This design comes from an exercise in tuning for small area, a short achievable clock period and few clock cycles on the open sky130 flow, not from production work. The RTL was checked by simulation tests, not by an equivalence proof against the original design. Power is estimated from default activity; no workload was simulated.

**design/flow/config.mk**
```make
export PLATFORM = sky130hd
export DESIGN_NAME = th_core
export DESIGN_NICKNAME = th_core
export VERILOG_FILES = /design/flow/design.v
export SDC_FILE = /design/flow/constraint.sdc
export NUM_CORES = 4
export LEC_CHECK = 0
export CAP_MARGIN = 20
export CORE_MARGIN = 2
export CORE_UTILIZATION = 40
export SLEW_MARGIN = 20
```
**design/flow/constraint.sdc**
```tcl
create_clock -name core_clock -period 12.0 [get_ports {clk}]
set_input_delay 2.4000 -clock core_clock [delete_from_list [all_inputs] [get_ports {clk}]]
set_output_delay 2.4000 -clock core_clock [all_outputs]
set_load 0.01 [all_outputs]
```
**design/flow/design.v**
```verilog
module th_core (
    input  wire        clk,
    input  wire        rst,           
    input  wire        run_start,
    input  wire [31:0] run_budget,    
    output wire        busy,
    output reg         done,
    output reg  [31:0] consumed,
    output reg         refused,
    input  wire        host_wr,
    input  wire [4:0]  host_idx,
    input  wire [15:0] host_wdata,
    input  wire        di_req,
    input  wire [1:0]  irq_line,      
    output wire [31:0] pc_o,
    output wire [31:0] st_o,
    output wire        intout,
    output reg         mem_req,
    output reg         mem_we,
    output reg  [27:0] mem_addr,
    output reg  [15:0] mem_wdata,
    input  wire        mem_ready,
    input  wire [15:0] mem_rdata
);
    localparam [31:0] ST_INIT   = 32'h0000_0010;
    localparam        IE_BIT    = 21;
    localparam [31:0] VEC_RESET = 32'hFFFF_FFE0;
    localparam [31:0] VEC_NMI   = 32'hFFFF_FEE0;
    localparam [31:0] VEC_HI    = 32'hFFFF_FEC0;
    localparam [31:0] VEC_DI    = 32'hFFFF_FEA0;
    localparam [31:0] VEC_WV    = 32'hFFFF_FE80;
    localparam [31:0] VEC_INT1  = 32'hFFFF_FFC0;
    localparam [31:0] VEC_INT2  = 32'hFFFF_FFA0;
    localparam        BIT_INT1  = 1;
    localparam        BIT_INT2  = 2;
    localparam        BIT_HI    = 9;
    localparam        BIT_DI    = 10;
    localparam        BIT_WV    = 11;
    localparam        HST_NMI_BIT    = 8;
    localparam        HST_HLT_BIT    = 15;
    localparam        HST_INTOUT_BIT = 7;
    localparam        HST_INTIN_BIT  = 3;
    localparam [31:0] INT_LATENCY    = 32'd16;
    localparam [4:0] IO_HSTCTLL = 5'd15;
    localparam [4:0] IO_HSTCTLH = 5'd16;
    localparam [4:0] IO_INTENB  = 5'd17;
    localparam [4:0] IO_INTPEND = 5'd18;
    localparam [4:0] IO_REFCNT  = 5'd30;
    localparam [11:0] K_NOP  = 12'h000;
    localparam [11:0] K_MOVI = 12'h001;
    localparam [11:0] K_ADDI = 12'h002;
    localparam [11:0] K_DSJ  = 12'h003;
    localparam [11:0] K_STL  = 12'h004;
    localparam [11:0] K_LDL  = 12'h005;
    localparam [11:0] K_STW  = 12'h006;
    localparam [11:0] K_LDW  = 12'h007;
    localparam [11:0] K_EINT = 12'h008;
    localparam [11:0] K_DINT = 12'h009;
    localparam [11:0] K_RETI = 12'h00A;
    localparam [11:0] K_JMPA = 12'h00B;
    localparam [11:0] K_TSTOP= 12'h00C;
    localparam [4:0] S_BOOT_LO  = 5'd0,    
                     S_BOOT_HI  = 5'd1,    
                     S_IDLE     = 5'd2,
                     S_CHECK    = 5'd3,    
                     S_INT_SP1  = 5'd4,    
                     S_INT_PCLO = 5'd5,    
                     S_INT_PCHI = 5'd6,
                     S_INT_SP2  = 5'd7,    
                     S_INT_STLO = 5'd8,    
                     S_INT_STHI = 5'd9,
                     S_INT_VLO  = 5'd10,   
                     S_INT_VHI  = 5'd11,
                     S_FETCH    = 5'd12,
                     S_DECODE   = 5'd13,
                     S_OP_LO    = 5'd14,   
                     S_OP_HI    = 5'd15,   
                     S_EXEC     = 5'd16,
                     S_MEM_LO   = 5'd17,   
                     S_MEM_HI   = 5'd18,   
                     S_RETI_STLO= 5'd19,
                     S_RETI_STHI= 5'd20,
                     S_RETI_PCLO= 5'd21,
                     S_RETI_PCHI= 5'd22,
                     S_FINISH   = 5'd23;
    reg [4:0]  state;
    reg [31:0] regs [0:15];           
    reg [31:0] pc;
    reg [31:0] st;
    reg [31:0] icounter;              
    reg [31:0] budget;                
    reg [31:0] total;                 
    reg        stop_flag;
    reg [15:0] io [0:31];             
    reg        pend_hi, pend_di, pend_wv;
    reg [15:0] ir;
    reg [31:0] opnd;                  
    reg [31:0] ldata;                 
    reg [31:0] vec;                   
    wire [11:0] k = ir[15:4];
    wire [3:0]  n = ir[3:0];
    wire [31:0] an = regs[n];
    wire [31:0] sp = regs[15];
    assign busy   = (state != S_IDLE);
    assign pc_o   = pc;
    assign st_o   = st;
    assign intout = io[IO_HSTCTLL][HST_INTOUT_BIT];
    wire [15:0] intpend = {4'b0, pend_wv, pend_di, pend_hi, 6'b0, irq_line[1], irq_line[0], 1'b0};
    wire [15:0] irq     = intpend & io[IO_INTENB];
    wire        nmi     = io[IO_HSTCTLH][HST_NMI_BIT];
    wire        ie      = st[IE_BIT];
    wire        mirq    = ie & (irq[BIT_HI] | irq[BIT_DI] | irq[BIT_WV] | irq[BIT_INT1] | irq[BIT_INT2]);
    reg [31:0] sel_vec;
    always @(*) begin
        if (nmi)                sel_vec = VEC_NMI;
        else if (irq[BIT_HI])   sel_vec = VEC_HI;
        else if (irq[BIT_DI])   sel_vec = VEC_DI;
        else if (irq[BIT_WV])   sel_vec = VEC_WV;
        else if (irq[BIT_INT1]) sel_vec = VEC_INT1;
        else                    sel_vec = VEC_INT2;
    end
    reg        acc_en;
    reg        acc_we;
    reg [31:0] acc_addr;
    reg [15:0] acc_wdata;
    always @(*) begin
        acc_en    = 1'b0;
        acc_we    = 1'b0;
        acc_addr  = 32'd0;
        acc_wdata = 16'd0;
        case (state)
            S_BOOT_LO:   begin acc_en = 1'b1; acc_addr = VEC_RESET; end
            S_BOOT_HI:   begin acc_en = 1'b1; acc_addr = VEC_RESET + 32'd16; end
            S_INT_PCLO:  begin acc_en = 1'b1; acc_we = 1'b1; acc_addr = sp; acc_wdata = pc[15:0]; end
            S_INT_PCHI:  begin acc_en = 1'b1; acc_we = 1'b1; acc_addr = sp + 32'd16; acc_wdata = pc[31:16]; end
            S_INT_STLO:  begin acc_en = 1'b1; acc_we = 1'b1; acc_addr = sp; acc_wdata = st[15:0]; end
            S_INT_STHI:  begin acc_en = 1'b1; acc_we = 1'b1; acc_addr = sp + 32'd16; acc_wdata = st[31:16]; end
            S_INT_VLO:   begin acc_en = 1'b1; acc_addr = vec; end
            S_INT_VHI:   begin acc_en = 1'b1; acc_addr = vec + 32'd16; end
            S_FETCH:     begin acc_en = 1'b1; acc_addr = pc; end
            S_OP_LO:     begin acc_en = 1'b1; acc_addr = pc; end
            S_OP_HI:     begin acc_en = 1'b1; acc_addr = pc; end
            S_MEM_LO: begin
                acc_en    = 1'b1;
                acc_we    = (k == K_STL) || (k == K_STW);
                acc_addr  = opnd;
                acc_wdata = an[15:0];
            end
            S_MEM_HI: begin
                acc_en    = 1'b1;
                acc_we    = (k == K_STL);
                acc_addr  = opnd + 32'd16;
                acc_wdata = an[31:16];
            end
            S_RETI_STLO: begin acc_en = 1'b1; acc_addr = sp; end
            S_RETI_STHI: begin acc_en = 1'b1; acc_addr = sp + 32'd16; end
            S_RETI_PCLO: begin acc_en = 1'b1; acc_addr = sp; end
            S_RETI_PCHI: begin acc_en = 1'b1; acc_addr = sp + 32'd16; end
            default: ;
        endcase
    end
    wire        acc_io   = (acc_addr[31:15] == 17'h18000);    
    wire [4:0]  acc_idx  = acc_addr[8:4];
    wire        acc_done = acc_en & (acc_io | mem_ready);
    wire [31:0] total_rep = total + (budget - icounter);
    reg [15:0] io_rdata;
    always @(*) begin
        if (acc_idx == IO_INTPEND)     io_rdata = intpend;
        else if (acc_idx == IO_REFCNT) io_rdata = total_rep[19:4];
        else                           io_rdata = io[acc_idx];
    end
    wire [15:0] acc_rdata = acc_io ? io_rdata : mem_rdata;
    always @(*) begin
        mem_req   = acc_en & ~acc_io;
        mem_we    = acc_we;
        mem_addr  = acc_addr[31:4];
        mem_wdata = acc_wdata;
    end
    wire        bus_io_wr = acc_done & acc_we & acc_io;
    wire        io_wr     = bus_io_wr | (host_wr & (state == S_IDLE));
    wire [4:0]  io_widx   = bus_io_wr ? acc_idx : host_idx;
    wire [15:0] io_wdata  = bus_io_wr ? acc_wdata : host_wdata;
    wire        halt_zero = bus_io_wr & (acc_idx == IO_HSTCTLH) & acc_wdata[HST_HLT_BIT];
    reg [31:0] cost;
    always @(*) begin
        case (k)
            K_MOVI: cost = 32'd3;
            K_ADDI: cost = 32'd2;
            K_DSJ:  cost = (an != 32'd1) ? 32'd3 : 32'd2;    
            K_STL:  cost = 32'd4;
            K_LDL:  cost = 32'd4;
            K_STW:  cost = 32'd3;
            K_LDW:  cost = 32'd3;
            K_RETI: cost = 32'd8;
            K_JMPA: cost = 32'd3;
            default: cost = 32'd1;                           
        endcase
    end
    reg        charge;         
    reg        charge_int;     
    wire [31:0] icnt_base = halt_zero ? 32'd0 : icounter;
    wire [31:0] icnt_next = icnt_base - (charge ? cost : 32'd0) - (charge_int ? INT_LATENCY : 32'd0);
    wire        is_unassigned = (ir[15:4] > K_TSTOP);
    wire        loop_go       = ($signed(icounter) > 0) && !stop_flag;
    integer i;
    always @(posedge clk) begin
        if (rst) begin
            state     <= S_BOOT_LO;
            for (i = 0; i < 16; i = i + 1) regs[i] <= 32'd0;
            for (i = 0; i < 32; i = i + 1) io[i]   <= 16'd0;
            pend_hi   <= 1'b0;
            pend_di   <= 1'b0;
            pend_wv   <= 1'b0;
            pc        <= 32'd0;
            st        <= ST_INIT;
            icounter  <= 32'd0;
            budget    <= 32'd0;
            total     <= 32'd0;
            stop_flag <= 1'b0;
            ir        <= 16'd0;
            opnd      <= 32'd0;
            ldata     <= 32'd0;
            vec       <= 32'd0;
            done      <= 1'b0;
            consumed  <= 32'd0;
            refused   <= 1'b0;
        end else begin
            done <= 1'b0;
            if (io_wr) begin
                io[io_widx] <= io_wdata;
                if (io_widx == IO_HSTCTLL) begin
                    if (!io[IO_HSTCTLL][HST_INTIN_BIT] && io_wdata[HST_INTIN_BIT])
                        pend_hi <= 1'b1;
                end
                if (io_widx == IO_INTPEND) begin
                    if (!io_wdata[BIT_HI]) pend_hi <= 1'b0;
                    if (!io_wdata[BIT_DI]) pend_di <= 1'b0;
                    if (!io_wdata[BIT_WV]) pend_wv <= 1'b0;
                end
            end
            if (di_req && state == S_IDLE)
                pend_di <= 1'b1;
            icounter <= icnt_next;
            case (state)
                S_BOOT_LO: if (acc_done) begin
                    pc[15:0] <= acc_rdata;
                    state    <= S_BOOT_HI;
                end
                S_BOOT_HI: if (acc_done) begin
                    pc[31:16] <= acc_rdata;
                    state     <= S_IDLE;
                end
                S_IDLE: if (run_start) begin
                    refused <= 1'b0;
                    if (io[IO_HSTCTLH][HST_HLT_BIT]) begin
                        consumed <= 32'd0;
                        done     <= 1'b1;
                    end else begin
                        budget    <= run_budget;
                        icounter  <= run_budget;
                        stop_flag <= 1'b0;
                        state     <= S_CHECK;
                    end
                end
                S_CHECK: begin
                    if (!loop_go) begin
                        state <= S_FINISH;
                    end else if (nmi || mirq) begin
                        vec <= sel_vec;
                        if (nmi)
                            io[IO_HSTCTLH][HST_NMI_BIT] <= 1'b0;
                        state <= S_INT_SP1;
                    end else begin
                        state <= S_FETCH;
                    end
                end
                S_INT_SP1: begin
                    regs[15] <= sp - 32'd32;
                    state    <= S_INT_PCLO;
                end
                S_INT_PCLO: if (acc_done) state <= S_INT_PCHI;
                S_INT_PCHI: if (acc_done) state <= S_INT_SP2;
                S_INT_SP2: begin
                    regs[15] <= sp - 32'd32;
                    state    <= S_INT_STLO;
                end
                S_INT_STLO: if (acc_done) state <= S_INT_STHI;
                S_INT_STHI: if (acc_done) begin
                    st    <= ST_INIT;
                    state <= S_INT_VLO;
                end
                S_INT_VLO: if (acc_done) begin
                    pc[15:0] <= acc_rdata;
                    state    <= S_INT_VHI;
                end
                S_INT_VHI: if (acc_done) begin
                    pc[31:16] <= acc_rdata;
                    state     <= S_FETCH;       
                end
                S_FETCH: begin
                    if (acc_done) begin
                        ir    <= acc_rdata;
                        pc    <= {pc[31:4], 4'b0} + 32'd16;
                        state <= S_DECODE;
                    end
                end
                S_DECODE: begin
                    case (k)
                        K_NOP, K_EINT, K_DINT, K_TSTOP: begin
                            if (k == K_EINT)  st[IE_BIT] <= 1'b1;
                            if (k == K_DINT)  st[IE_BIT] <= 1'b0;
                            if (k == K_TSTOP) stop_flag  <= 1'b1;
                            state <= S_CHECK;
                        end
                        K_RETI: state <= S_RETI_STLO;
                        default: begin
                            if (is_unassigned) begin
                                refused <= 1'b1;
                                state   <= S_FINISH;
                            end else begin
                                state <= S_OP_LO;
                            end
                        end
                    endcase
                end
                S_OP_LO: if (acc_done) begin
                    opnd  <= {16'd0, acc_rdata};
                    pc    <= pc + 32'd16;
                    if (k == K_ADDI || k == K_DSJ) state <= S_EXEC;
                    else                            state <= S_OP_HI;
                end
                S_OP_HI: if (acc_done) begin
                    opnd[31:16] <= acc_rdata;
                    pc          <= pc + 32'd16;
                    state       <= S_EXEC;
                end
                S_EXEC: begin
                    case (k)
                        K_MOVI: begin
                            regs[n] <= opnd;
                            state   <= S_CHECK;
                        end
                        K_ADDI: begin
                            regs[n] <= an + {{16{opnd[15]}}, opnd[15:0]};
                            state   <= S_CHECK;
                        end
                        K_DSJ: begin
                            regs[n] <= an - 32'd1;
                            if (an != 32'd1)
                                pc <= pc + {{12{opnd[15]}}, opnd[15:0], 4'b0};
                            state <= S_CHECK;
                        end
                        K_JMPA: begin
                            pc    <= opnd;
                            state <= S_CHECK;
                        end
                        default: state <= S_MEM_LO;    
                    endcase
                end
                S_MEM_LO: if (acc_done) begin
                    if (k == K_LDW) begin
                        regs[n] <= {16'd0, acc_rdata};
                        state   <= S_CHECK;
                    end else if (k == K_STW) begin
                        state   <= S_CHECK;
                    end else begin
                        ldata[15:0] <= acc_rdata;
                        state       <= S_MEM_HI;
                    end
                end
                S_MEM_HI: if (acc_done) begin
                    if (k == K_LDL)
                        regs[n] <= {acc_rdata, ldata[15:0]};
                    state <= S_CHECK;
                end
                S_RETI_STLO: if (acc_done) begin
                    ldata[15:0] <= acc_rdata;
                    state       <= S_RETI_STHI;
                end
                S_RETI_STHI: if (acc_done) begin
                    st       <= {acc_rdata, ldata[15:0]};
                    regs[15] <= sp + 32'd32;
                    state    <= S_RETI_PCLO;
                end
                S_RETI_PCLO: if (acc_done) begin
                    ldata[15:0] <= acc_rdata;
                    state       <= S_RETI_PCHI;
                end
                S_RETI_PCHI: if (acc_done) begin
                    pc       <= {acc_rdata, ldata[15:0]};
                    regs[15] <= sp + 32'd32;
                    state    <= S_CHECK;
                end
                S_FINISH: begin
                    consumed <= budget - icounter;
                    total    <= total + (budget - icounter);
                    done     <= 1'b1;
                    state    <= S_IDLE;
                end
                default: state <= S_IDLE;
            endcase
        end
    end
    always @(*) begin
        charge     = 1'b0;
        charge_int = 1'b0;
        case (state)
            S_DECODE:    charge = (k == K_NOP) || (k == K_EINT) || (k == K_DINT) || (k == K_TSTOP);
            S_EXEC:      charge = (k == K_MOVI) || (k == K_ADDI) || (k == K_DSJ) || (k == K_JMPA);
            S_MEM_LO:    charge = acc_done && ((k == K_LDW) || (k == K_STW));
            S_MEM_HI:    charge = acc_done;
            S_RETI_PCHI: charge = acc_done;
            S_INT_VHI:   charge_int = acc_done;
            default: ;
        endcase
    end
endmodule
```
**design/flow/run.sh**
```bash
#!/bin/bash
# synth_recipe.tcl (not shown) runs the flow's synth.tcl, then flattens the netlist and writes it again
# the make line also repeats each setting of config.mk as NAME=value (left out here)
make -C /OpenROAD-flow-scripts/flow DESIGN_CONFIG=/design/flow/config.mk WORK_HOME=/design/flow/orfs CLKGATE_MAP_FILE= SYNTH_SCRIPT=/design/flow/synth_recipe.tcl finish
```
==> impl_metrics.ini <==
[synthesis]
async_flop_share_pct = 0
avgSynthCellArea_um2 = 10.5
synth_area_mm2 = 0.0694
ys_warn_count = 1
syn_inst = 6599
synth-seq-cells = 1286
synth_edf_count = 1024
ys_seq_area_share_pct = 51.9
synth.distinct_cells = 130
syn_nets = 6803
ys.flop_type = edfxtp_1

[worst_setup_path]
path_cells = buf_4 -> nor2b_2 -> and2_2 -> buf_4 -> a32oi_1 -> o21a_1 -> nor4b_1 -> nor4bb_1 -> a211o_1 -> nor3b_2 -> and4_4 -> nor2_1 -> clkdlybuf4s50_1
crit_top_cell = buf_4
path_buf_inv = 3
endpoint_kind = output pin
cp_data_arrival_time_ps = 6530
path_max_fanout = 40
r2r_cells = 25
slowest_delay_ps = 680
cp-start-kind = flip-flop
worstReg2RegStart = state[1]
critPathSlowestCell = nor4b_1
criticalPathCategory = reg2out
crit_family = simple AND/OR/NAND/NOR gates
worstSetupPathDepth = 13
crit_start = state[1]
required_ps = 9600

[power]
max-vdd-ir-drop_v = 0.000294
p_leak_nw = 28.1
p_clk_share_pct = 25.6
p_per_area_mw_per_mm2 = 231
comb_power_share_pct = 44.7
switching_power_mw = 7.92
share_seq_of_total_power_pct = 29.7
switching_share_pct = 43.2
p_int_mw = 10.4

[global_routing]
grtUsageTotal_pct = 30.6
antenna_found_initial = 8
grt_pass1_vias = 53300
grt_pass1_wl_um = 391000
grt_max_degree = 138
grt_overflow = 0

[clocking]
root_buffer = clkbuf_16
clk_path_buf_depth = 3
cts-hold-fix-buffers = 0
clock_latency_ps = 820
postCtsSetupBuffers = 0
cts-htree-levels = 4
clock_sinks = 1286
cts_tree = done
numCtsBuffers = 146
cts_resized = 0
clk_pin_slew_ps = 60

[timing]
setup_violations = 0
fin_crit_ps = 8930
max_freq_mhz = 112
fin_crit_sh_pct = 74.4
tns_ps = 0
hold_viol_final = 0
finClkSkew_ps = 59.6
whs_ps = 458
relSlewSlack_pct = 8.06
slew_viol_final = 0
rsz0062_at_grt = false
worst_pin_slew_ps = 1360

[routing]
firstDrtPassIters = 8
wirelength_um = 276000
wire_per_inst_um = 30.4
route.vias.total = 56600
drc_errors = 0
viasPerCell = 6.24
drt_iter0_markers = 8333
drt.antenna.violating_nets = 0

[floorplanning]
start_util_pct = 40.4
die_w_um = 421
fp-row-count = 152
io_pins = 223
die_y_um = 421
coreArea_mm2 = 0.172
dieArea_mm2 = 0.177

[placed_design]
dp.cells = 8804
placed_area_mm2 = 0.0742
hpwl_um = 188000
port_buffers = 222
gp_congestion = 0.994

[layout]
syn_to_final_growth_pct = 14.2
layout-drive-gt1-share_pct = 11.6
fin_area_mm2 = 0.0792
fin_nets = 6849
fin_cells = 9074

[run_status]
status = complete, no violations

[run]
cap_violations = 0

[hold_path]
hp-start = budget[21]
hold_class = reg2reg
hold_depth = 2
==> per-layer routing <==
metal | vias to the layer above | track usage (%) | share of wire (%)
met4 | 2 | 16.4 | 6.2
li1 | 24400 | - | -
met3 | 711 | 7.50 | 11
met1 | 28100 | 40.9 | 39
met2 | 3381 | 45.8 | 44
met5 | - | 0 | 0.0043
==> synthesized netlist by cell type (122+ instances only) <==
cell type | count | share of area, %
and2_1 | 208 | 1.9
edfxtp_1 | 1024 | 44
clkbuf_1 | 303 | 1.6
o21ai_0 | 182 | 1.3
mux2i_1 | 155 | 2.2
nor2_1 | 1169 | 6.3
nand2_1 | 692 | 3.7
dfxtp_1 | 262 | 7.6
nand3_1 | 186 | 1.3
a21oi_1 | 293 | 2.1
buf_2 | 149 | 1.1
ha_1 | 122 | 2.2
mux4_2 | 177 | 5.7
==> flip-flops by register name, summed over array words and instances, names as in the netlist, 16 cells and up, named ones only <==
register	count
budget	32
consumed	32
icounter	32
io	512
ir	16
ldata	16
opnd	32
pc	32
regs	512
st	32
total	20
==> logic make-up (layout without fill, tap and decap cells) <==
logic type | count (synthesis) | in the layout | synth area share [%]
other | 0 | 6 | 0
adder cells (fa/ha/maj) | 128 | 128 | 2.36
flip-flops | 1286 | 1286 | 51.9
buffers and inverters | 630 | 789 | 3.87
XOR/XNOR | 173 | 173 | 2.20
AND/OR/NAND/NOR | 2688 | 2688 | 17.3
multiplexers | 353 | 353 | 8.34
AO/OA/AOI/OAI | 1341 | 1341 | 14.1
==> path summary, 6_finish.rpt <==
kind	end	slack [ps]
worst max register to register	icounter[26]	3270
worst min-delay path	budget[21]	460
worst min register to register	budget[21]	460
worst max-delay path	mem_req	3070
==> worst min-delay path, delay by kind of cell (launching register included) <==
kind | cells | cell delay [ps]
flip-flops | 1 | 310
AO/OA/AOI/OAI | 1 | 50
AND/OR/NAND/NOR | 1 | 50
==> power groups by stage <==
stage | sequential (mW) | combinational [mW] | clock [mW]
after floorplan | 5.31 | 4.86 | 0
after global placement | 5.51 | 7.94 | 0
after detailed placement | 5.51 | 7.94 | 0
after CTS | 5.42 | 7.99 | 4.73
after global routing | 5.45 | 8.55 | 4.89
final | 5.44 | 8.20 | 4.70
==> cell usage in the layout (no fill, tap or decap), types with 102 or more instances in the layout <==
cell type,netlist,final
nand2_1,692,685
inv_1,110,107
dfxtp_1,262,257
nand3_1,186,186
clkbuf_16,0,150
edfxtp_1,1024,1024
and2_1,208,207
ha_1,122,122
a21oi_1,293,292
o21ai_0,182,172
mux2i_1,155,139
a211oi_1,103,102
buf_4,27,184
clkdlybuf4s50_1,0,221
mux4_2,177,177
nor2_1,1169,1163
==> final cells by class <==
class                           count  area, um2
Timing Repair Buffer              414       3740
Antenna cell                        6       15.0
Tap cell                         2310       2890
Clock buffer                      189       3930
Fill cell                       16000      92700
Inverter                          114        438
Multi-Input combinational cell   4683      31200
Sequential cell                  1286      36000
Clock inverter                     72       1050
==> stage by stage <==
step | util (%) | setup WS (ps) | power, mW
floorplan | - | 5740 | 10.2
CTS | 46.0 | 2810 | 18.1
global placement | 43.1 | 3310 | 13.4
global route | 46.1 | 2760 | 18.9
finish | 46.1 | 3070 | 18.3
detailed placement | 43.1 | 3130 | 13.5
Testbench counts, summed over its fixed seeds: cycles 359,090.

==> re-timing with driven ports <==
The results above use ideal ports. As a check the final layout listed here was re-extracted and re-timed, cells and wires unchanged.
Step 1: set_driving_cell puts a clkbuf_16 on clk and a buf_2 on each other input, an assumption about the parent block.
Step 2 times the ports against the registers' clock, not the clock port: input delays grow and output delays shrink by t, the midpoint of the rising clock arrivals with the driver on.
Slacks: ideal ports / drivers / drivers and shift; pairs: ideal ports / drivers.
t, ns: 0.875
slack for setup (ns): 3.073 / 2.989 / 3.268
worst setup path at the end: register to register
latest minus earliest clock arrival (ns): 0.060 / 0.061
After both steps setup and hold are still met in this run. For this run, drivers alone change the setup slack by -0.084 ns; drivers and shift together by +0.195 ns.
